This design comes from an exercise in tuning for small area on the open sky130 flow, not from production work. Only simulation tests tie the RTL to the original design; equivalence was not proved. Power is estimated from default activity; no workload was simulated.

==> design/flow/design.v <==
module mos_core (
  input  wire        clk,
  input  wire        rst,         
  input  wire        cmd_valid,
  input  wire [1:0]  cmd_port,    
  input  wire [31:0] cmd_word,
  input  wire        tmr_clk_i,   
  output reg         res_valid,
  output wire [31:0] res_word,
  output wire        rb_ne_o,
  output wire        rb_nf_o,
  output wire        svc_pend_o,
  output wire        task_due_o
);
  localparam [3:0] RC_OK = 4'h0, RC_FULL = 4'h1, RC_EMPTY = 4'h2, RC_TABLE_FULL = 4'h3,
                   RC_INVALID_HANDLE = 4'h4, RC_INVALID_PORT = 4'h5,
                   RC_INVALID_SERVICE = 4'h6, RC_ALREADY_REGISTERED = 4'h7,
                   RC_INVALID_LEN = 4'h8, RC_INVALID_INDEX = 4'h9, RC_NONE = 4'hA,
                   RC_SEQ_ERROR = 4'hB, RC_ILLEGAL = 4'hC;
  localparam [2:0] ST_HEADER = 3'd0, ST_LENGTH = 3'd1, ST_PORT = 3'd2, ST_DATA = 3'd3,
                   ST_CHECKSUM = 3'd4, ST_BAD = 3'd5, ST_PQUERY = 3'd6, ST_SQUERY = 3'd7;
  localparam [3:0] FS_OK = 4'd0, FS_BUSY = 4'd1, FS_HEADER_ERR = 4'd2, FS_SIZE_ERR = 4'd3,
                   FS_PARAM_ERR = 4'd4, FS_PORT_ERR = 4'd5, FS_SERVICE_ERR = 4'd6,
                   FS_CHECKSUM_ERR = 4'd7, FS_UNKNOWN = 4'hF;
  function [7:0] crc8_step(input [7:0] c, input [7:0] b);
    integer n;
    reg [7:0] x;
    begin
      x = c ^ b;
      for (n = 0; n < 8; n = n + 1)
        x = x[7] ? ((x << 1) ^ 8'h9B) : (x << 1);
      crc8_step = x;
    end
  endfunction
  reg [3:0]  rb_head, rb_tail;
  reg [7:0][7:0] rb_mem;
  reg [3:0]  svc_reg, svc_pend, svc_wr;
  reg [3:0][2:0] svc_plen;
  reg [3:0][7:0] svc_resp;
  reg [3:0][6:0][7:0] svc_param;
  reg [2:0]  svc_ssp;
  reg [2:0]  fv_st;
  reg [1:0]  fv_qport, fv_pidx;
  reg [2:0]  fv_lm1, fv_cnt;        
  reg [7:0]  fv_crc;
  reg [3:0]  fv_fs;
  reg [6:0][7:0] fv_fbuf;
  reg [3:0]  sch_occ;
  reg [3:0][11:0] sch_delay;
  reg [3:0][11:0] sch_period;
  reg [3:0][7:0] sch_run;
  reg [2:0]  sch_sp;
  reg        sch_inflight;
  reg [1:0]  sch_ifslot;
  reg        tmr_en;
  reg [15:0] tmr_reload, tmr_count;
  reg [3:0]  res_rc;
  reg [15:0] res_data;
  assign res_word = {4'h0, res_rc, 8'h00, res_data};
  wire [3:0] rb_count = rb_head - rb_tail;
  wire       rb_empty = (rb_head == rb_tail);
  wire       rb_full  = (rb_head[2:0] == rb_tail[2:0]) && (rb_head[3] != rb_tail[3]);
  wire [3:0] sch_due;
  wire [3:0][2:0] plen_g;           
  genvar gi;
  generate
    for (gi = 0; gi < 4; gi = gi + 1) begin : g_flags
      assign sch_due[gi] = sch_occ[gi] && (sch_run[gi] != 8'd0);
      assign plen_g[gi]  = svc_reg[gi] ? svc_plen[gi] : 3'd0;
    end
  endgenerate
  assign rb_ne_o    = !rb_empty;
  assign rb_nf_o    = !rb_full;
  assign svc_pend_o = |svc_pend;
  assign task_due_o = |sch_due;
  wire [3:0]  unit = cmd_word[31:28];
  wire [3:0]  op   = cmd_word[27:24];
  wire [7:0]  a    = cmd_word[23:16];
  wire [15:0] d    = cmd_word[15:0];
  wire [7:0]  b    = cmd_word[7:0];
  wire a_z   = (a == 8'h00);
  wire dh_z  = (d[15:8] == 8'h00);
  wire dl_z  = (d[7:0] == 8'h00);
  wire d_z   = dh_z && dl_z;
  wire p_host = (cmd_port == 2'd0);
  wire p_tp   = (cmd_port == 2'd1);
  wire p_prod = (cmd_port == 2'd2);
  wire p_cons = (cmd_port == 2'd3);
  wire a_is_port = (a[7:2] == 6'b000100);
  wire [1:0] ai  = a[1:0];
  wire b_is_port = (b[7:2] == 6'b000100);
  wire [1:0] bi  = b[1:0];
  wire a_hnd     = (a[7:2] == 6'd0);       
  wire u0 = cmd_valid && unit == 4'h0;
  wire u1 = cmd_valid && unit == 4'h1;
  wire u2 = cmd_valid && unit == 4'h2;
  wire u3 = cmd_valid && unit == 4'h3;
  wire u4 = cmd_valid && unit == 4'h4;
  wire rb_push = u0 && a_z && op == 4'h0 && p_prod;
  wire rb_pop  = u0 && a_z && op == 4'h1 && d_z && p_cons;
  wire rb_len  = u0 && a_z && op == 4'h2 && d_z && cmd_port[1];
  wire fv_ok   = u1 && a_z && dh_z && p_tp;
  wire fv_rx   = fv_ok && op == 4'h0;
  wire fv_tx   = fv_ok && op == 4'h1 && dl_z;
  wire fv_xfer = fv_ok && op == 4'h2 && dl_z;
  wire sv_ok   = u2 && p_host && !op[3];
  wire sv_dlo  = sv_ok && dh_z;                          
  wire sv_dz   = sv_ok && d_z;                           
  wire sv_reg  = sv_dlo && op[2:0] == 3'd0;
  wire sv_del  = sv_dz  && op[2:0] == 3'd1;
  wire sv_isr  = sv_dz  && op[2:0] == 3'd2;
  wire sv_plen = sv_dz  && op[2:0] == 3'd3;
  wire sv_next = sv_dz  && op[2:0] == 3'd4 && a_z;
  wire sv_rdp  = sv_dlo && op[2:0] == 3'd5;
  wire sv_done = sv_dlo && op[2:0] == 3'd6;
  wire sv_resp = sv_dz  && op[2:0] == 3'd7;
  wire sv_port = sv_reg | sv_del | sv_isr | sv_plen | sv_rdp | sv_done | sv_resp;
  wire sc_ok   = u3 && p_host;
  wire sc_add  = sc_ok && op == 4'h0;
  wire sc_del  = sc_ok && op == 4'h1 && d_z;
  wire sc_next = sc_ok && op == 4'h2 && d_z && a_z;
  wire sc_done = sc_ok && op == 4'h3 && d_z;
  wire sc_rd   = sc_ok && op == 4'h4 && d[15:2] == 14'h0;
  wire cs_ok   = u4 && p_host;
  wire cs_rd   = cs_ok && op == 4'h0 && d_z;
  wire cs_wr   = cs_ok && op == 4'h1;
  wire cs_w30  = cs_wr && a == 8'h30;
  wire cs_w31  = cs_wr && a == 8'h31;
  wire rb_push_do = rb_push && !rb_full;
  wire rb_pop_do  = rb_pop && !rb_empty;
  wire [2:0] sv_plen_a = plen_g[ai];
  wire [1:0] resp_idx  = unit[0] ? fv_qport : ai;
  wire [7:0] resp_sel  = svc_resp[resp_idx];
  wire sv_reg_do  = sv_reg && a_is_port && !svc_reg[ai] && d[7:3] == 5'd0;
  wire sv_del_do  = sv_del && a_is_port;
  wire sv_done_do = sv_done && a_is_port && svc_pend[ai];
  reg        sv_found;
  reg [1:0]  sv_sel;
  integer j;
  always @* begin
    sv_found = 1'b0;
    sv_sel   = 2'd0;
    for (j = 3; j >= 0; j = j - 1)
      if (j >= svc_ssp && svc_pend[j]) begin
        sv_found = 1'b1;
        sv_sel   = j[1:0];
      end
  end
  wire [7:0] crc_in  = crc8_step(fv_crc, b);
  wire       st_hdr  = (fv_st == ST_HEADER) || fv_st[2:1] == 2'b11;
  wire       b_regp  = b_is_port && svc_reg[bi];
  wire       pidx_ok = svc_reg[fv_pidx] && (svc_plen[fv_pidx] == fv_lm1);
  wire       commit  = fv_rx && fv_st == ST_CHECKSUM && b == fv_crc && pidx_ok &&
                       !svc_pend[fv_pidx];
  reg [2:0] fv_st_n;
  reg [3:0] fv_fs_n;
  reg       fv_fs_we;
  always @* begin
    fv_st_n  = fv_st;
    fv_fs_n  = FS_OK;
    fv_fs_we = 1'b0;
    if (fv_rx) begin
      if (st_hdr) begin
        if (b == 8'hA5)      fv_st_n = ST_LENGTH;
        else if (b == 8'hA6) fv_st_n = ST_SQUERY;
        else if (b_regp)     fv_st_n = ST_PQUERY;
        else begin fv_st_n = ST_BAD; fv_fs_n = FS_HEADER_ERR; fv_fs_we = 1'b1; end
      end else case (fv_st)
        ST_LENGTH: begin
          if (b == 8'd0 || b > 8'd8) begin fv_st_n = ST_BAD; fv_fs_n = FS_SIZE_ERR; fv_fs_we = 1'b1; end
          else fv_st_n = ST_PORT;
        end
        ST_PORT: begin
          fv_fs_we = 1'b1;
          fv_st_n  = ST_BAD;
          if (!b_is_port)                         fv_fs_n = FS_PORT_ERR;
          else if (!svc_reg[bi])                  fv_fs_n = FS_SERVICE_ERR;
          else if (svc_plen[bi] != fv_lm1)        fv_fs_n = FS_PARAM_ERR;
          else begin
            fv_fs_we = 1'b0;
            fv_st_n  = (fv_lm1 == 3'd0) ? ST_CHECKSUM : ST_DATA;
          end
        end
        ST_DATA: begin
          if (fv_cnt + 3'd1 == fv_lm1) fv_st_n = ST_CHECKSUM;
        end
        ST_CHECKSUM: begin
          fv_fs_we = 1'b1;
          fv_st_n  = ST_BAD;
          if (b != fv_crc)                              fv_fs_n = FS_CHECKSUM_ERR;
          else if (!svc_reg[fv_pidx])                   fv_fs_n = FS_SERVICE_ERR;
          else if (svc_plen[fv_pidx] != fv_lm1)         fv_fs_n = FS_PARAM_ERR;
          else if (svc_pend[fv_pidx]) begin             fv_fs_n = FS_BUSY; fv_st_n = ST_HEADER; end
          else begin                                    fv_fs_n = FS_OK;   fv_st_n = ST_HEADER; end
        end
        default: ;
      endcase
    end else if (fv_xfer) begin
      if (fv_st == ST_BAD) fv_st_n = ST_HEADER;
      else if (!st_hdr) begin fv_st_n = ST_HEADER; fv_fs_n = FS_SIZE_ERR; fv_fs_we = 1'b1; end
    end
  end
  reg        sc_free;
  reg [1:0]  sc_fsel;
  reg        sc_found;
  reg [1:0]  sc_sel;
  always @* begin
    sc_free = 1'b0;
    sc_fsel = 2'd0;
    sc_found = 1'b0;
    sc_sel   = 2'd0;
    for (j = 3; j >= 0; j = j - 1) begin
      if (!sch_occ[j]) begin
        sc_free = 1'b1;
        sc_fsel = j[1:0];
      end
      if (j >= sch_sp && sch_due[j]) begin
        sc_found = 1'b1;
        sc_sel   = j[1:0];
      end
    end
  end
  wire sc_add_do  = sc_add && !sch_inflight && sc_free;
  wire sc_del_do  = sc_del && !sch_inflight && a_hnd;
  wire sc_next_do = sc_next && !sch_inflight && sc_found;
  wire sc_next_no = sc_next && !sch_inflight && !sc_found;
  wire sc_done_do = sc_done && a_hnd && sch_inflight && sch_ifslot == a[1:0];
  wire        en_c     = cs_w30 ? d[0] : tmr_en;
  wire [15:0] reload_c = cs_w31 ? d : tmr_reload;
  wire        en_load  = cs_w30 && !tmr_en && d[0];
  wire [15:0] count_c  = en_load ? tmr_reload : tmr_count;
  wire        tmr_ev   = tmr_clk_i && en_c;
  wire        tick     = tmr_ev && (count_c == 16'd0);
  wire [11:0] add_p  = cmd_word[11:0];
  wire [11:0] add_d  = cmd_word[23:12];
  wire        add_dz = (add_d == 12'd0);
  wire [11:0] add_pmx = (add_p == 12'd0) ? 12'd1 : add_p;     
  wire [11:0] add_x   = add_dz ? add_pmx : add_d;
  wire [11:0] add_w   = dec12(add_x);                       
  wire        add_w0  = (add_x == 12'd1);
  wire        add_inc = tick && add_w0;
  wire [11:0] add_s   = !tick ? add_x : add_w0 ? add_pmx : add_w;
  wire [7:0]  add_run = {6'd0, add_dz & add_inc, add_dz ^ add_inc};
  function [11:0] dec12e(input [11:0] x, input en);      
    integer n;
    reg z;
    begin
      z = en;
      for (n = 0; n < 12; n = n + 1) begin
        dec12e[n] = x[n] ^ z;
        z = z & !x[n];
      end
    end
  endfunction
  function [15:0] dec16e(input [15:0] x, input en);      
    integer n;
    reg z;
    begin
      z = en;
      for (n = 0; n < 16; n = n + 1) begin
        dec16e[n] = x[n] ^ z;
        z = z & !x[n];
      end
    end
  endfunction
  function [2:0] inc3e(input [2:0] x, input en);         
    integer n;
    reg z;
    begin
      z = en;
      for (n = 0; n < 3; n = n + 1) begin
        inc3e[n] = x[n] ^ z;
        z = z & x[n];
      end
    end
  endfunction
  function [3:0] inc4e(input [3:0] x, input en);         
    integer n;
    reg z;
    begin
      z = en;
      for (n = 0; n < 4; n = n + 1) begin
        inc4e[n] = x[n] ^ z;
        z = z & x[n];
      end
    end
  endfunction
  function [11:0] dec12(input [11:0] x);
    integer n;
    reg z;
    begin
      z = 1'b1;                      
      for (n = 0; n < 12; n = n + 1) begin
        dec12[n] = x[n] ^ z;
        z = z & !x[n];
      end
    end
  endfunction
  function [15:0] dec16(input [15:0] x);
    integer n;
    reg z;
    begin
      z = 1'b1;
      for (n = 0; n < 16; n = n + 1) begin
        dec16[n] = x[n] ^ z;
        z = z & !x[n];
      end
    end
  endfunction
  function [7:0] updn8(input [7:0] x, input dn, input en);
    integer n;
    reg t;
    begin
      t = en;
      for (n = 0; n < 8; n = n + 1) begin
        updn8[n] = x[n] ^ t;
        t = t & (x[n] ^ dn);
      end
    end
  endfunction
  wire [3:0]       slot_add, slot_dnz, slot_inc, slot_dec;
  wire [3:0][11:0] slot_s;
  generate
    for (gi = 0; gi < 4; gi = gi + 1) begin : g_slot
      assign slot_add[gi] = sc_add_do && sc_fsel == gi;
      assign slot_dnz[gi] = (sch_delay[gi] != 12'd0);
      assign slot_inc[gi] = tick && sch_occ[gi] && !slot_dnz[gi];
      assign slot_dec[gi] = sc_next_do && sc_sel == gi;
      assign slot_s[gi]   = slot_add[gi] ? add_s :
                            (tick && sch_occ[gi] && !slot_dnz[gi]) ? sch_period[gi] : sch_delay[gi];
    end
  endgenerate
  wire sv_rdp_bad = !svc_reg[ai] || d[7:3] != 5'd0 || d[2:0] >= svc_plen[ai];
  reg [3:0] rc;
  always @* begin
    rc = RC_ILLEGAL;
    if (rb_push)                   rc = rb_full ? RC_FULL : RC_OK;
    else if (rb_pop)               rc = rb_empty ? RC_EMPTY : RC_OK;
    else if (rb_len || fv_ok && (fv_rx || fv_tx || fv_xfer)) rc = RC_OK;
    else if (sv_next)              rc = sv_found ? RC_OK : RC_NONE;
    else if (sv_port) begin
      if (!a_is_port)                               rc = RC_INVALID_PORT;
      else if (sv_reg && svc_reg[ai])               rc = RC_ALREADY_REGISTERED;
      else if (sv_reg && d[7:3] != 5'd0)            rc = RC_INVALID_LEN;
      else if (sv_rdp && !svc_reg[ai])              rc = RC_INVALID_SERVICE;
      else if (sv_rdp && sv_rdp_bad)                rc = RC_INVALID_INDEX;
      else if (sv_done && !svc_pend[ai])            rc = RC_SEQ_ERROR;
      else                                          rc = RC_OK;
    end
    else if (sc_add)  rc = sch_inflight ? RC_SEQ_ERROR : !sc_free ? RC_TABLE_FULL : RC_OK;
    else if (sc_del)  rc = sch_inflight ? RC_SEQ_ERROR : !a_hnd ? RC_INVALID_HANDLE : RC_OK;
    else if (sc_next) rc = sch_inflight ? RC_SEQ_ERROR : !sc_found ? RC_NONE : RC_OK;
    else if (sc_done) rc = !a_hnd ? RC_INVALID_HANDLE :
                           (!sch_inflight || sch_ifslot != a[1:0]) ? RC_SEQ_ERROR : RC_OK;
    else if (sc_rd)   rc = a_hnd ? RC_OK : RC_INVALID_HANDLE;
    else if (cs_rd && cs_rd_ok) rc = RC_OK;
    else if (cs_w30 || cs_w31)  rc = RC_OK;
  end
  reg        cs_rd_ok;
  reg [15:0] cs_data;
  always @* begin
    cs_rd_ok = 1'b1;
    cs_data  = 16'h0000;
    case (a)
      8'h00: cs_data = 16'h0461;
      8'h01: cs_data = 16'h0410;
      8'h02: cs_data = 16'hA508;
      8'h03: cs_data = 16'h00A6;
      8'h10: cs_data = 16'h0003;
      8'h20: cs_data = {14'h0, rb_full, rb_empty};
      8'h30: cs_data = {15'h0, tmr_en};
      8'h31: cs_data = tmr_reload;
      8'h32: cs_data = tmr_count;
      8'h40: cs_data = {3'b000, fv_qport, fv_st, {4{fv_fs[3]}}, fv_fs};
      8'h41: cs_data = {12'h0, svc_reg};
      8'h42: cs_data = {12'h0, svc_pend};
      8'h43: cs_data = {13'h0, svc_ssp};
      8'h50: cs_data = {12'h0, sch_occ};
      8'h51: cs_data = {12'h0, sch_due};
      8'h52: cs_data = {6'h0, sch_inflight, 2'b00, sch_ifslot, 2'b00, sch_sp};
      default: cs_rd_ok = 1'b0;
    endcase
  end
  reg [7:0] tx_data;
  always @* begin
    case (fv_st)
      ST_PQUERY: tx_data = resp_sel;
      ST_SQUERY: tx_data = {{4{fv_fs[3]}}, fv_fs};
      default:   tx_data = 8'hFF;
    endcase
  end
  reg [15:0] sc_data;
  always @* begin
    sc_data = 16'h0000;
    if (sch_occ[a[1:0]])
      case (d[1:0])
        2'd0: sc_data = {4'h0, sch_delay[a[1:0]]};
        2'd1: sc_data = {4'h0, sch_period[a[1:0]]};
        2'd2: sc_data = {8'h00, sch_run[a[1:0]]};
        default: sc_data = 16'h0001;
      endcase
  end
  wire sv_okp = sv_port && a_is_port;
  wire [6:0][7:0] par_pb = svc_param[ai];
  wire [15:0] data =
      ({16{rb_pop && !rb_empty}}           & {8'h00, rb_mem[rb_tail[2:0]]})
    | ({16{rb_len}}                        & {12'h000, rb_count})
    | ({16{fv_tx}}                         & {8'h00, tx_data})
    | ({16{sv_next && sv_found}}           & {12'h001, 2'b00, sv_sel})
    | ({16{sv_okp && sv_isr}}              & {15'h0, svc_reg[ai]})
    | ({16{sv_okp && sv_plen}}             & {13'h0, sv_plen_a})
    | ({16{sv_okp && sv_resp}}             & {8'h00, resp_sel})
    | ({16{sv_okp && sv_rdp && !sv_rdp_bad && svc_wr[ai]}} & {8'h00, par_pb[d[2:0]]})
    | ({16{sc_add && !sch_inflight}}       & {14'h0, sc_fsel})
    | ({16{sc_next && !sch_inflight}}      & {14'h0, sc_sel})
    | ({16{sc_rd && a_hnd}}                & sc_data)
    | ({16{cs_rd}}                         & cs_data);
  integer k;
  always @(posedge clk) begin
    res_valid <= cmd_valid && !rst;
    res_rc    <= rc;
    res_data  <= data;
  end
  always @(posedge clk) begin
    if (rst) begin
      rb_head <= 4'd0;
      rb_tail <= 4'd0;
    end else begin
      rb_head <= inc4e(rb_head, rb_push_do);
      rb_tail <= inc4e(rb_tail, rb_pop_do);
    end
    for (k = 0; k < 8; k = k + 1)
      if (rb_push && !rb_full && rb_head[2:0] == k) rb_mem[k] <= b;
  end
  always @(posedge clk) begin
    if (rst) begin
      svc_reg  <= 4'd0;
      svc_pend <= 4'd0;
      svc_ssp  <= 3'd0;
    end else begin
      if (sv_next) svc_ssp <= sv_found ? {1'b0, sv_sel} + 3'd1 : 3'd0;
      for (k = 0; k < 4; k = k + 1) begin
        if (sv_reg_do && ai == k) begin
          svc_reg[k]  <= 1'b1;
          svc_pend[k] <= 1'b0;
        end
        if (sv_del_do && ai == k) begin
          svc_reg[k]  <= 1'b0;
          svc_pend[k] <= 1'b0;
        end
        if (sv_done_do && ai == k) begin
          svc_pend[k] <= 1'b0;
        end
        if (commit && fv_pidx == k)
          svc_pend[k] <= 1'b1;
      end
    end
    for (k = 0; k < 4; k = k + 1) begin
      if (sv_reg_do && ai == k) begin
        svc_plen[k] <= d[2:0];
        svc_wr[k]   <= 1'b0;
      end
      if (rst || (sv_reg_do || sv_done_do) && ai == k)
        svc_resp[k] <= (rst || sv_reg) ? 8'hFF : b;
      if (commit && fv_pidx == k) begin
        svc_wr[k] <= 1'b1;
        for (j = 0; j < 7; j = j + 1)
          svc_param[k][j] <= fv_fbuf[j];
      end
    end
  end
  always @(posedge clk) begin
    if (rst) begin
      fv_st    <= ST_HEADER;
      fv_qport <= 2'd0;
      fv_fs    <= FS_UNKNOWN;
    end else begin
      fv_st <= fv_st_n;
      if (fv_fs_we) fv_fs <= fv_fs_n;
      if (fv_rx && st_hdr && b != 8'hA5 && b != 8'hA6 && b_regp)
        fv_qport <= bi;
    end
    if (fv_rx) begin
      fv_crc <= st_hdr ? 8'h4E : crc_in;                      
      if (fv_st == ST_LENGTH) fv_lm1 <= b[2:0] - 3'd1;
      if (fv_st == ST_PORT)
        fv_pidx <= bi;
      if (fv_st == ST_DATA) begin
        for (k = 0; k < 7; k = k + 1)
          if (fv_cnt == k) fv_fbuf[k] <= b;
      end
    end
  end
  always @(posedge clk)
    fv_cnt <= (fv_rx && fv_st == ST_PORT) ? 3'd0 : inc3e(fv_cnt, fv_rx && fv_st == ST_DATA);
  always @(posedge clk) begin
    if (rst) begin
      sch_occ      <= 4'd0;
      sch_sp       <= 3'd0;
      sch_inflight <= 1'b0;
      sch_ifslot   <= 2'd0;
    end else begin
      if (sc_next_no) sch_sp <= 3'd0;
      if (sc_next_do) begin
        sch_sp       <= {1'b0, sc_sel} + 3'd1;
        sch_inflight <= 1'b1;
        sch_ifslot   <= sc_sel;
      end
      if (sc_done_do) sch_inflight <= 1'b0;
      for (k = 0; k < 4; k = k + 1) begin
        if (sc_add_do && sc_fsel == k) sch_occ[k] <= 1'b1;
        if (sc_del_do && a[1:0] == k)  sch_occ[k] <= 1'b0;
        if (sc_done_do && a[1:0] == k && sch_period[k] == 12'd0) sch_occ[k] <= 1'b0;
      end
    end
    for (k = 0; k < 4; k = k + 1) begin
      if (sc_add_do && sc_fsel == k)
        sch_period[k] <= add_p;
      sch_delay[k] <= dec12e(slot_s[k], slot_add[k] ||
                             (tick && sch_occ[k] && (slot_dnz[k] || sch_period[k] != 12'd0)));
      sch_run[k]   <= slot_add[k] ? add_run :
                      updn8(sch_run[k], slot_dec[k],
                            slot_inc[k] ? (!slot_dec[k] && sch_run[k] != 8'd255) : slot_dec[k]);
    end
  end
  always @(posedge clk) begin
    if (rst) begin
      tmr_en     <= 1'b0;
      tmr_reload <= 16'd0;
      tmr_count  <= 16'd0;
    end else begin
      tmr_en     <= en_c;
      if (cs_w31) tmr_reload <= d;
      tmr_count <= tick ? reload_c : dec16e(count_c, tmr_ev);
    end
  end
endmodule
==> design/flow/flow/run.sh <==
#!/bin/bash
# The standard layout (standard.sh) with three changes that keep the standard synthesis's
# registers as they are:
# - after the standard synthesis, the combinational cells of its netlist are mapped again by
#   ABC for area (flow/remap.py with each ABC script flow/abc_*.abc; the smallest result is
#   kept). Every flip-flop and tie cell is kept as a black box, so their instances, names and
#   cell types do not change;
# - port buffers use sky130_fd_sc_hd__buf_1;
# - clock tree synthesis inserts no dummy loads.
set -euo pipefail
export BUFFER_PORTS_ARGS="-buffer_cell sky130_fd_sc_hd__buf_1"
export CTS_ARGS="-sink_clustering_enable -repair_clock_nets -sink_clustering_size 25 -sink_clustering_max_diameter 100 -dont_use_dummy_load"
YOSYS=${FLOW_HOME}/../tools/install/yosys/bin/yosys
LIB=${FLOW_HOME}/platforms/${FLOW_PLATFORM}/lib/sky130_fd_sc_hd__tt_025C_1v80.lib
RES=orfs/results/${FLOW_PLATFORM}/mos_core/base

bash standard.sh synth > standard_synth.log 2>&1
cp ${RES}/1_2_yosys.v std_1_2_yosys.v

best=""
best_area=""
for s in flow/abc_*.abc; do
  n=$(basename ${s} .abc)
  python3 flow/remap.py ${LIB} std_1_2_yosys.v remap_${n}.v remap_${n}.ys remap_${n}_stubs.v ${s} ${FLOW_TOP} > remap_${n}_py.log 2>&1
  if ${YOSYS} -s remap_${n}.ys > remap_${n}_yosys.log 2>&1; then
    a=$(grep "Chip area for module" remap_${n}_yosys.log | tail -1 | awk '{print $NF}')
    echo "${n} ${a}" >> remap_areas.log
    if [[ -n "${a}" ]] && { [[ -z "${best_area}" ]] || python3 -c "import sys; sys.exit(0 if ${a} < ${best_area} else 1)"; }; then
      best=${n}
      best_area=${a}
    fi
  fi
done
echo "chosen ${best} ${best_area}" >> remap_areas.log
if [[ -n "${best}" ]]; then
  cp remap_${best}.v ${RES}/1_2_yosys.v
fi
bash standard.sh > standard_finish.log 2>&1
==> design/flow/flow/abc_1.abc <==
strash
dch -f
amap
topo
stime -p
==> design/flow/flow/abc_2.abc <==
strash
dch -f
amap
topo
stime -p
strash
dch -f
amap
topo
stime -p
==> design/flow/flow/abc_3.abc <==
strash
balance -l
resub -K 6 -l
rewrite -l
resub -K 6 -N 2 -l
refactor -l
resub -K 8 -l
balance -l
resub -K 8 -N 2 -l
rewrite -l
resub -K 10 -l
rewrite -z -l
resub -K 10 -N 2 -l
balance -l
resub -K 12 -l
refactor -z -l
resub -K 12 -N 2 -l
rewrite -z -l
balance -l
dch -f
amap
topo
stime -p
==> design/flow/flow/abc_4.abc <==
strash
dc2
dch -f
amap
topo
stime -p
==> design/flow/flow/remap.py <==
#!/usr/bin/env python3
"""Write the Yosys script that re-maps the combinational logic of the standard synthesis.

usage: remap.py LIB NETLIST_IN NETLIST_OUT SCRIPT_OUT STUBS_OUT ABC_SCRIPT

Every sequential cell (and the tie cell) of the netlist is kept as it is: it is read as a
black box, so its instance, name and cell type pass through unchanged. Every other cell is
read as its Liberty function, flattened, and mapped again by ABC with ABC_SCRIPT, without the
platform's don't-use cells.
"""
import re, sys

lib, nin, nout, script, stubs, abc_script = sys.argv[1:7]

# cell -> (is_sequential, [(pin, direction)])
cells = {}
cur = None
pin = None
depth = 0
seq = False
for line in open(lib):
    m = re.match(r'\s*cell\s*\(\s*"?([\w]+)"?\s*\)', line)
    if m:
        cur = m.group(1)
        cells[cur] = [False, []]
        continue
    if cur is None:
        continue
    if re.match(r'\s*(ff|latch|statetable)\s*\(', line):
        cells[cur][0] = True
    m = re.match(r'\s*pin\s*\(\s*"?([\w]+)"?\s*\)', line)
    if m:
        pin = m.group(1)
        continue
    m = re.match(r'\s*direction\s*:\s*"?(\w+)"?', line)
    if m and pin is not None:
        cells[cur][1].append((pin, m.group(1)))
        pin = None

used = sorted(set(re.findall(r'^\s*(sky130_fd_sc_hd__\w+)\s', open(nin).read(), re.M)))
keep = [c for c in used if cells.get(c, [False])[0] or c.startswith('sky130_fd_sc_hd__conb')]
with open(stubs, 'w') as f:
    for c in keep:
        ports = ', '.join(('input ' if d == 'input' else 'output ') + p for p, d in cells[c][1])
        f.write('(* blackbox *) module %s(%s); endmodule\n' % (c, ports))

dont_use = ['sky130_fd_sc_hd__probe_p_8', 'sky130_fd_sc_hd__probec_p_8']
dont_use += [c for c in cells if 'lpflow' in c]
du = ' '.join('-dont_use ' + c for c in dont_use)

with open(script, 'w') as f:
    f.write('read_liberty -wb -ignore_miss_func %s\n' % lib)
    f.write('read_verilog %s\n' % stubs)
    f.write('read_verilog %s\n' % nin)
    f.write('hierarchy -top %s\n' % sys.argv[7])
    f.write('flatten -wb\n')
    f.write('delete t:$scopeinfo\n')
    f.write('opt -full\n')
    f.write('abc -liberty %s %s -script %s\n' % (lib, du, abc_script))
    f.write('opt_clean -purge\n')
    f.write('setundef -zero\n')
    f.write('hilomap -singleton -hicell sky130_fd_sc_hd__conb_1 HI -locell sky130_fd_sc_hd__conb_1 LO\n')
    f.write('splitnets\n')
    f.write('opt_clean -purge\n')
    f.write('insbuf -buf sky130_fd_sc_hd__buf_1 A X\n')
    f.write('read_liberty -lib %s\n' % lib)
    f.write('stat -liberty %s\n' % lib)
    f.write('check\n')
    f.write('write_verilog -noattr -nohex -nodec %s\n' % nout)
==> design/flow/standard.sh <==
#!/bin/bash
# synth_recipe.tcl (not shown) runs the flow's synth.tcl, then flattens the netlist and writes it again
# the make line also repeats each setting of config.mk as NAME=value (left out here)
make -C /OpenROAD-flow-scripts/flow DESIGN_CONFIG=/design/flow/config.mk WORK_HOME=/design/flow/orfs CLKGATE_MAP_FILE= SYNTH_SCRIPT=/design/flow/synth_recipe.tcl "${@:-finish}"
==> design/flow/config.mk <==
export PLATFORM = sky130hd
export DESIGN_NAME = mos_core
export DESIGN_NICKNAME = mos_core
export VERILOG_FILES = /design/flow/design.v
export SDC_FILE = /design/flow/constraint.sdc
export NUM_CORES = 4
export LEC_CHECK = 0
export CAP_MARGIN = 20
export CORE_MARGIN = 2
export CORE_UTILIZATION = 50
export GPL_TIMING_DRIVEN = 0
export SLEW_MARGIN = 20
==> design/flow/constraint.sdc <==
create_clock -name core_clock -period 10.0 [get_ports {clk}]
set_input_delay 2.0000 -clock core_clock [delete_from_list [all_inputs] [get_ports {clk}]]
set_output_delay 2.0000 -clock core_clock [all_outputs]
set_load 0.01 [all_outputs]
==> results of run 1 <==
==> cells in the final DEF, fill, tap and decap left out, types with 10 or more instances in the layout <==
master	count
buf_12	16
nand2_1	197
dfxtp_1	178
nor2b_1	13
o32ai_1	34
a31oi_1	27
a22oi_1	36
nor4_1	50
a221oi_1	71
buf_16	16
buf_1	65
or4_1	16
o22ai_1	113
a21oi_1	116
nor2_4	13
a211oi_1	25
o41ai_1	17
nor3_2	18
nor2_1	334
buf_2	10
o221ai_1	41
o22a_1	17
clkinv_1	281
edfxtp_1	449
o21a_1	19
nand4_1	18
nand3_1	36
nor3_1	48
clkbuf_16	31
or3_1	32
or2_0	16
a222oi_1	27
conb_1	12
buf_4	13
o21ai_0	160
a22o_1	33
==> metal layers <==
metal	track usage (%)	share of wire, %
met1	46.2	42
met2	48.0	43
met3	7.48	11
met4	10.2	3.7
met5	0	0.014
==> worst max-delay path by stage <==
stage,startpoint,slack [ns],end,cells after the start
finish,cmd_word[28],0.54,sch_delay[46]$_DFF_P_,31
global route,cmd_word[28],0.01,sch_delay[9]$_DFF_P_,33
CTS,cmd_word[28],0.25,sch_delay[46]$_DFF_P_,31
detailed placement,cmd_word[28],-0.38,sch_delay[45]$_DFF_P_,31
global placement,cmd_word[16],-6.00,res_data[7]$_DFF_P_,13
floorplan,cmd_word[28],0.34,sch_delay[9]$_DFF_P_,32
==> critical path, delay by kind of cell <==
kind | cells | cell delay, ns
simple gates | 16 | 4.47
xor+xnor | 1 | 0.15
buf+inv | 11 | 2.34
compound gates | 3 | 1.01
==> area by class of cell <==
| type | count | area (µm²) |
|---|---|---|
| plain buffers | 12 | 45.0 |
| repair buffers | 112 | 1160 |
| well taps | 704 | 881 |
| flip-flops and latches | 628 | 17100 |
| multi-input cells | 1646 | 9610 |
| fillers | 4739 | 24100 |
| inverters | 288 | 1090 |
| clock buffers | 31 | 776 |
==> power groups by stage <==
stage	clock, mW	combinational (mW)	sequential [mW]
finish	1.35	0.258	2.78
detailed placement	0	0.252	2.84
floorplan	0	0.113	2.84
global placement	0	0.229	2.84
CTS	1.36	0.253	2.78
global route	1.44	0.272	2.78
==> timing repair <==
item,4_1_cts,5_1_grt
endpoints found under the hold margin,0,0
resized for setup,0,7
setup buffers,0,0
setup endpoints to repair,0,17
==> flow_metrics.py, run 1 <==
metrics = {
    "drt": {
        "totalWireLength_um": 93000,
        "wire_per_inst_um": 27.2,
        "vias_per_cell": 6.65,
        "final_antenna_net_count": 0,
        "drtIter0Drc": 2816,
        "drtPass1Iterations": 6,
        "routed-via-count": 22700,
        "drc": 0,
    },
    "worst_setup_path": {
        "cp_slowest_cell": "nor3_2",
        "startpoint_type": "input port",
        "regToRegSetupSlack_ns": 3.91,
        "path_class": "in2reg",
        "critPathArrivalTime_ns": 10.02,
        "rr_worst_depth": 25,
        "max_stage_delay_ns": 0.64,
        "worstReg2RegStart": "tmr_en$_SDFF_PP0_",
        "required_ns": 10.56,
        "worstPathMaxFanout": 16,
        "rr_endpoint": "sch_delay[46]$_DFF_P_",
        "end_kind": "register",
    },
    "power_and_ir_drop": {
        "power_mw": 4.39,
        "p_clk_share_pct": 30.7,
        "peakVddDrop_uv": 175,
        "p_int_mw": 3.40,
        "switching_share_pct": 22.5,
        "p_per_area_nw_per_um2": 143,
        "p_switching_mw": 0.989,
        "pwr-share-seq_pct": 63.4,
        "combPwrFrac_pct": 5.9,
        "p_leak_nw": 9.53,
    },
    "sta": {
        "period_share_pct": 94.6,
        "clock_skew_ns": 0.0498,
        "slew_headroom_pct": 17.6,
        "tns_ns": 0,
        "maxSlewViolCount": 0,
        "setup_ws_ns": 0.543,
        "final.min_clock_period_ns": 9.46,
        "hold_slack_ns": 0.468,
        "tightestPinTransition_ns": 1.22,
        "clock.fmax_ghz": 0.106,
        "setup_viol": 0,
        "hold_violations": 0,
        "rsz0062_at_grt": "false",
    },
    "global_route": {
        "grt_max_degree": 38,
        "antenna_found_initial": 2,
        "grt_pass1_wl_um": 136000,
        "grt_pass1_vias": 21100,
        "gr-total-overflow": 0,
        "grtUsageTotal_pct": 32.1,
    },
    "logic_synthesis": {
        "synthCells": 2563,
        "syn_area_per_cell_um2": 10.7,
        "ys_warn_count": 1,
        "synth_area_um2": 27500,
    },
    "hold_path": {
        "worstHoldEndpoint": "svc_wr[2]$_SDFFE_PP1P_",
        "hold_depth": 2,
        "worstHoldStart": "svc_wr[2]$_SDFFE_PP1P_",
        "hp-class": "reg2reg",
    },
    "finish": {
        "fin_nets": 2757,
        "antenna_cells": 0,
        "syn2layout_area_growth_pct": 11.3,
        "final_util_pct": 55.9,
        "layout.cells.non_filler": 3421,
        "top_register": "svc_param",
        "largestRegisters": "svc_param: 224 flops, rb_mem: 64 flops, fv_fbuf: 56 flops",
        "fin_area_um2": 30600,
        "drive_gt1_share_pct": 5.12,
        "largest_register_ffs": 224,
    },
    "clock_network": {
        "cts_sinks": 628,
        "cts_root_buffer": "clkbuf_16",
        "cts_tree": "built",
        "clkLatencyLatePin_ns": 0.64,
        "cts_inserted_buffers": 31,
        "ctsHoldBuffers": 0,
        "cts_buffer_depth": 3,
        "cts.clk_slew.worst_paths_ns": 0.09,
        "htreeDepth": 1,
    },
    "run": {
        "maxCapViolations": 0,
    },
    "place": {
        "routabilityCongestion": 0.993,
        "place_hpwl_um": 67400,
        "place_area_um2": 29800,
        "post-place-ws_ns": -0.381,
        "numPortBuffers": 62,
        "dp.cells": 3390,
    },
    "run_status": {
        "run_status": "finished clean",
    },
    "floorplanning": {
        "dieArea_um2": 57000,
        "coreArea_um2": 54800,
        "row_count": 86,
        "pin_count": 75,
        "initial_utilization_pct": 50.3,
        "die_y_um": 239,
        "dieWidth_um": 239,
    },
}
==> run 2: changes to the inputs <==
--- a/design/flow/config.mk
+++ b/design/flow/config.mk
@@ -8,5 +8,4 @@
 export CAP_MARGIN = 20
 export CORE_MARGIN = 2
 export CORE_UTILIZATION = 50
-export GPL_TIMING_DRIVEN = 0
 export SLEW_MARGIN = 20
==> run 2 against run 1 <==
  * Hold slack gained 0.0059 ns
  * Final cell count grew 0.15%
  * Fmax grew 7.9%
  * Via count grew 0.30%
  * Die area is the same
  * Count of clock-buffer cells in the layout shrank 2
  * Still clean on timing, DRC and antenna
  * Clock skew grew 0.0043 ns
==> flow_metrics.py, run 2 <==
metrics = {
    "run_status": {
        "run_status": "finished clean",
    },
    "floorplanning": {
        "dieArea_um2": 57000,
        "dieWidth_um": 239,
        "die_y_um": 239,
        "initial_utilization_pct": 50.3,
        "pin_count": 75,
        "row_count": 86,
        "coreArea_um2": 54800,
    },
    "global_route": {
        "antenna_found_initial": 3,
        "grt_max_degree": 61,
        "grtUsageTotal_pct": 33.1,
        "grt_pass1_vias": 21200,
        "grt_pass1_wl_um": 140000,
        "gr-total-overflow": 0,
    },
    "worst_setup_path": {
        "crit_family": "simple AND/OR/NAND/NOR gates",
        "startpoint_type": "input port",
        "worstReg2RegStart": "tmr_en$_SDFF_PP0_",
        "max_stage_delay_ns": 0.63,
        "required_ns": 10.51,
        "critPathArrivalTime_ns": 9.27,
        "cp-startpoint": "cmd_word[28]",
        "path_class": "in2reg",
        "worstPathMaxFanout": 16,
        "critPathMostFrequentCell": "clkinv_1",
        "crit_buf_inv": 15,
        "cp_slowest_cell": "nor3_1",
        "end_kind": "register",
    },
    "sta": {
        "rsz0062_at_grt": "false",
        "hold_slack_ns": 0.474,
        "maxSlewViolCount": 0,
        "setup_viol": 0,
        "setup_ws_ns": 1.24,
        "tns_ns": 0,
        "hold_violations": 0,
        "clock_skew_ns": 0.0542,
        "slew_headroom_pct": 22.0,
        "final.min_clock_period_ns": 8.76,
        "tightestPinTransition_ns": 1.15,
        "period_share_pct": 87.6,
        "clock.fmax_ghz": 0.114,
    },
    "power_and_ir_drop": {
        "p_per_area_nw_per_um2": 145,
        "combPwrFrac_pct": 5.6,
        "peakVddDrop_uv": 177,
        "power_mw": 4.34,
        "p_int_mw": 3.35,
        "p_clk_share_pct": 30.2,
        "pwr-share-seq_pct": 64.1,
        "p_switching_mw": 0.984,
        "p_leak_nw": 9.38,
        "switching_share_pct": 22.7,
    },
    "finish": {
        "largest_register_ffs": 224,
        "largestRegisters": "svc_param: 224 flops, rb_mem: 64 flops, fv_fbuf: 56 flops",
        "final_cell_mix": "449 x edfxtp_1, 340 x nor2_1, 288 x clkinv_1",
        "fin_nets": 2762,
        "final_common_cell": "edfxtp_1",
        "nFillCells": 4797,
        "antenna_cells": 0,
        "syn2layout_area_growth_pct": 8.93,
        "drive_gt1_share_pct": 4.45,
        "top_register": "svc_param",
    },
    "drt": {
        "wire_per_inst_um": 27.9,
        "final_antenna_net_count": 0,
        "vias_per_cell": 6.66,
        "routed-via-count": 22800,
        "drtPass1Iterations": 6,
        "drtIter0Drc": 3005,
        "totalWireLength_um": 95500,
        "drc": 0,
    },
    "logic_synthesis": {
        "ys_warn_count": 1,
        "syn_area_per_cell_um2": 10.7,
        "synthCells": 2563,
        "synth_area_um2": 27500,
    },
    "run": {
        "maxCapViolations": 0,
    },
    "clock_network": {
        "cts_tree": "built",
        "cts_root_buffer": "clkbuf_16",
        "clkLatencyLatePin_ns": 0.65,
        "ctsHoldBuffers": 0,
        "cts.clk_slew.worst_paths_ns": 0.09,
        "cts_inserted_buffers": 29,
        "ctsResizeCount": 0,
        "htreeDepth": 1,
        "cts_setup_buffers": 0,
        "cts_buffer_depth": 3,
        "cts_sinks": 628,
    },
    "hold_path": {
        "worstHoldStart": "sch_run[15]$_SDFF_PP0_",
        "hp-class": "reg2reg",
    },
    "place": {
        "numPortBuffers": 62,
        "place_hpwl_um": 66400,
        "post-place-ws_ns": 0.784,
        "routabilityCongestion": 1.04,
    },
}
run 2: final timing paths:
check | cells after the start | slack, ns | to
hold reg to reg | 1 | 0.47 | sch_run[15]$_SDFF_PP0_
setup reg to reg | 29 | 4.29 | sch_delay[21]$_DFF_P_
setup / recovery | 35 | 1.24 | sch_delay[21]$_DFF_P_
hold / removal | 1 | 0.47 | sch_run[15]$_SDFF_PP0_
run 2: layout make-up:
type | count | area [µm²] | share of cell area [%]
well taps | 704 | 881 | 2.94
inverters | 288 | 1080 | 3.60
flip-flops and latches | 628 | 17100 | 56.9
clock buffers | 29 | 726 | 2.42
repair buffers | 131 | 758 | 2.53
multi-input cells | 1646 | 9480 | 31.6
run 2: power groups by stage:
stage,Clock [mW],Sequential [mW],Combinational [mW]
floorplan,0,2.84,0.113
global placement,0,2.84,0.237
detailed placement,0,2.84,0.238
CTS,1.33,2.78,0.239
global route,1.41,2.78,0.257
finish,1.31,2.78,0.245
run 2: routing by layer:
layer	GRT usage, %	part of all wire [%]
met5	0	0
met4	11.2	3.8
met3	4.79	9.6
met2	48.8	43
met1	50.0	44
run 2: per-stage QoR:
stage	utilization [%]	area, µm²	instances
6_report	54.8	30000	3426
5_1_grt	54.8	30000	3426
4_1_cts	54.8	30000	3426
3_5_place_dp	53.4	29300	3397
3_3_place_gp	53.4	29200	3397
2_1_floorplan	-	27600	2574
==> run 3: changes to the inputs <==
--- a/design/flow/config.mk
+++ b/design/flow/config.mk
@@ -7,5 +7,5 @@
 export LEC_CHECK = 0
 export CAP_MARGIN = 20
 export CORE_MARGIN = 2
-export CORE_UTILIZATION = 50
+export CORE_UTILIZATION = 58
 export SLEW_MARGIN = 20
==> run 3 against run 2 <==
  * Count of clock-buffer cells in the layout rose by 1
  * Via count rose by 1.6%
  * Sequential share of layout area increased by 0.13 points
  * Worst setup slack better by 0.16 ns
  * Critical path type unchanged
  * Largest cell class unchanged
  * Largest power group unchanged
==> flow_metrics.py, run 3 <==
metrics = {
    "clock_network": {
        "ctsHoldBuffers": 0,
        "clkLatencyLatePin_ns": 0.60,
        "cts_inserted_buffers": 30,
        "cts_setup_buffers": 0,
        "cts_sinks": 628,
        "htreeDepth": 1,
        "cts_root_buffer": "clkbuf_16",
        "cts.clk_slew.worst_paths_ns": 0.10,
        "cts_buffer_depth": 3,
        "ctsResizeCount": 0,
        "cts_tree": "built",
    },
    "global_route": {
        "grt_pass1_wl_um": 138000,
        "grt_max_degree": 64,
        "grt_pass1_vias": 22000,
        "antenna_found_initial": 1,
        "grtUsageTotal_pct": 37.0,
        "gr-total-overflow": 0,
    },
    "drt": {
        "drc": 0,
        "vias_per_cell": 6.96,
        "drtIter0Drc": 3657,
        "wire_per_inst_um": 27.8,
        "totalWireLength_um": 92700,
        "drtPass1Iterations": 7,
        "routed-via-count": 23200,
        "final_antenna_net_count": 0,
    },
    "power_and_ir_drop": {
        "p_clk_share_pct": 30.2,
        "power_mw": 4.33,
        "combPwrFrac_pct": 5.6,
        "p_per_area_nw_per_um2": 145,
        "peakVddDrop_uv": 179,
        "p_switching_mw": 0.961,
        "switching_share_pct": 22.2,
        "p_int_mw": 3.37,
        "pwr-share-seq_pct": 64.3,
        "p_leak_nw": 9.39,
    },
    "sta": {
        "tns_ns": 0,
        "maxSlewViolCount": 0,
        "hold_slack_ns": 0.472,
        "setup_ws_ns": 1.40,
        "rsz0062_at_grt": "false",
        "final.min_clock_period_ns": 8.60,
        "slew_headroom_pct": 24.3,
        "hold_violations": 0,
        "tightestPinTransition_ns": 1.13,
        "clock_skew_ns": 0.0580,
        "setup_viol": 0,
        "period_share_pct": 86.0,
        "clock.fmax_ghz": 0.116,
    },
    "finish": {
        "top_register": "svc_param",
        "nFillCells": 3778,
        "drive_gt1_share_pct": 4.56,
        "syn2layout_area_growth_pct": 8.68,
        "multiInputGateArea_um2": 9490,
        "largest_register_ffs": 224,
        "fin_area_um2": 29900,
        "regArea_um2": 17100,
        "fin_nets": 2761,
        "final_common_cell": "edfxtp_1",
        "largestRegisters": "svc_param: 224 flops, rb_mem: 64 flops, fv_fbuf: 56 flops",
        "final_cell_mix": "449 x edfxtp_1, 338 x nor2_1, 288 x clkinv_1",
    },
    "floorplanning": {
        "dieWidth_um": 222,
        "coreArea_um2": 46700,
        "dieArea_um2": 49200,
        "initial_utilization_pct": 59.0,
        "pin_count": 75,
        "die_y_um": 222,
        "row_count": 79,
    },
    "place": {
        "routabilityCongestion": 0.996,
        "place_area_um2": 29100,
        "place_hpwl_um": 64700,
        "post-place-ws_ns": 0.945,
        "numPortBuffers": 62,
    },
    "worst_setup_path": {
        "max_stage_delay_ns": 0.77,
        "end_kind": "register",
        "worstPathMaxFanout": 18,
        "critPathMostFrequentCell": "clkinv_1",
        "startpoint_type": "input port",
        "critPathArrivalTime_ns": 9.15,
        "path_class": "in2reg",
        "required_ns": 10.55,
        "cp_slowest_cell": "nor3_1",
    },
    "logic_synthesis": {
        "synthCells": 2563,
        "syn_area_per_cell_um2": 10.7,
        "ys_warn_count": 1,
        "synth_area_um2": 27500,
    },
    "run": {
        "maxCapViolations": 0,
    },
    "hold_path": {
        "hp-class": "reg2reg",
    },
    "run_status": {
        "run_status": "finished clean",
    },
}
## run 3: cell types whose count changed in the layout (fill, tap and decap cells not counted), moves of 2 or more
| cell | delta |
|---|---|
| buf_4 | -4 |
| buf_12 | +2 |
| nor2_1 | -2 |
| nor2_2 | +2 |
| nor3_1 | -2 |
| nor3_2 | +2 |
## run 3: layout make-up
cell class	count	area share, %
clock buffers	30	2.51
well taps	607	2.54
flip-flops and latches	628	57.0
inverters	288	3.61
multi-input cells	1646	31.7
diodes	1	0.00836
repair buffers	129	2.57
## run 3: power by group through the flow
| stage | Combinational, mW | Sequential [mW] | Clock [mW] |
|---|---|---|---|
| after floorplan | 0.113 | 2.84 | 0 |
| after global placement | 0.227 | 2.84 | 0 |
| after detailed placement | 0.230 | 2.84 | 0 |
| after CTS | 0.231 | 2.78 | 1.30 |
| after global routing | 0.250 | 2.78 | 1.38 |
| final | 0.241 | 2.78 | 1.31 |
## run 3: worst paths after layout
path	from	end	slack [ns]	depth (start not counted)
setup / recovery	cmd_word[28]	sch_delay[35]$_DFF_P_	1.40	32
hold / removal	fv_fbuf[30]$_DFFE_PP_	svc_param[30]$_DFFE_PP_	0.47	0
setup reg to reg	tmr_en$_SDFF_PP0_	sch_delay[35]$_DFF_P_	4.40	26
hold reg to reg	fv_fbuf[30]$_DFFE_PP_	svc_param[30]$_DFFE_PP_	0.47	0
## run 3: worst max-delay path: cells and delay by family
kind            cells  cell delay, ns
simple gates       16            3.85
buf+inv            12            2.22
compound gates      4            1.06
## run 3: layer usage
layer / wire length (µm) / global-route usage [%]
met5: 13 / 0
met4: 3920 / 12.8
met3: 11100 / 7.13
met2: 40600 / 56.8
met1: 37100 / 53.2
## run 3: metrics by stage
stage	instances	utilization [%]
after floorplan	2574	-
after global placement	3296	62.4
after detailed placement	3297	62.4
after CTS	3327	64.0
after global routing	3328	64.1
final	3329	64.1

[afterwards: timing with drivers on the ports]
In the flow no input, the clock included, has a driving cell. The finished layouts below were timed again as built, in two steps. Step 1 sets driving cells, clkbuf_16 on the clock port and buf_2 on the other inputs (assumed; they add their load-dependent delay and slew). Step 2 adds t to the input delays and takes it off the output delays; t is the mean of the earliest and latest rising clock arrival at the registers after step 1. Input paths then give back, and output paths get back, about the clock's delay inside the block. a / b / c = ideal ports / drivers / drivers and shift; a / b = the first two.
| run | t (ns) | setup WS [ns] | hold slack, ns | worst register clock-pin slew, ns | pins driven straight from the clock port |
|---|---|---|---|---|---|
| run 1 | 0.681 | 0.543 / 0.580 / -0.101 | 0.468 / 0.468 / 0.468 | 0.12 / 0.12 | 1 |
| run 2 | 0.677 | 1.238 / 1.282 / 0.605 | 0.474 / 0.474 / 0.474 | 0.12 / 0.12 | 1 |
| run 3 | 0.650 | 1.395 / 1.437 / 0.786 | 0.472 / 0.472 / 0.472 | 0.11 / 0.11 | 1 |
With both steps, setup timing fails in run 1, where it was met with ideal ports. The setup slack of run 1, which loses most, moves by +0.037 ns with the drivers and by -0.644 ns with both steps.
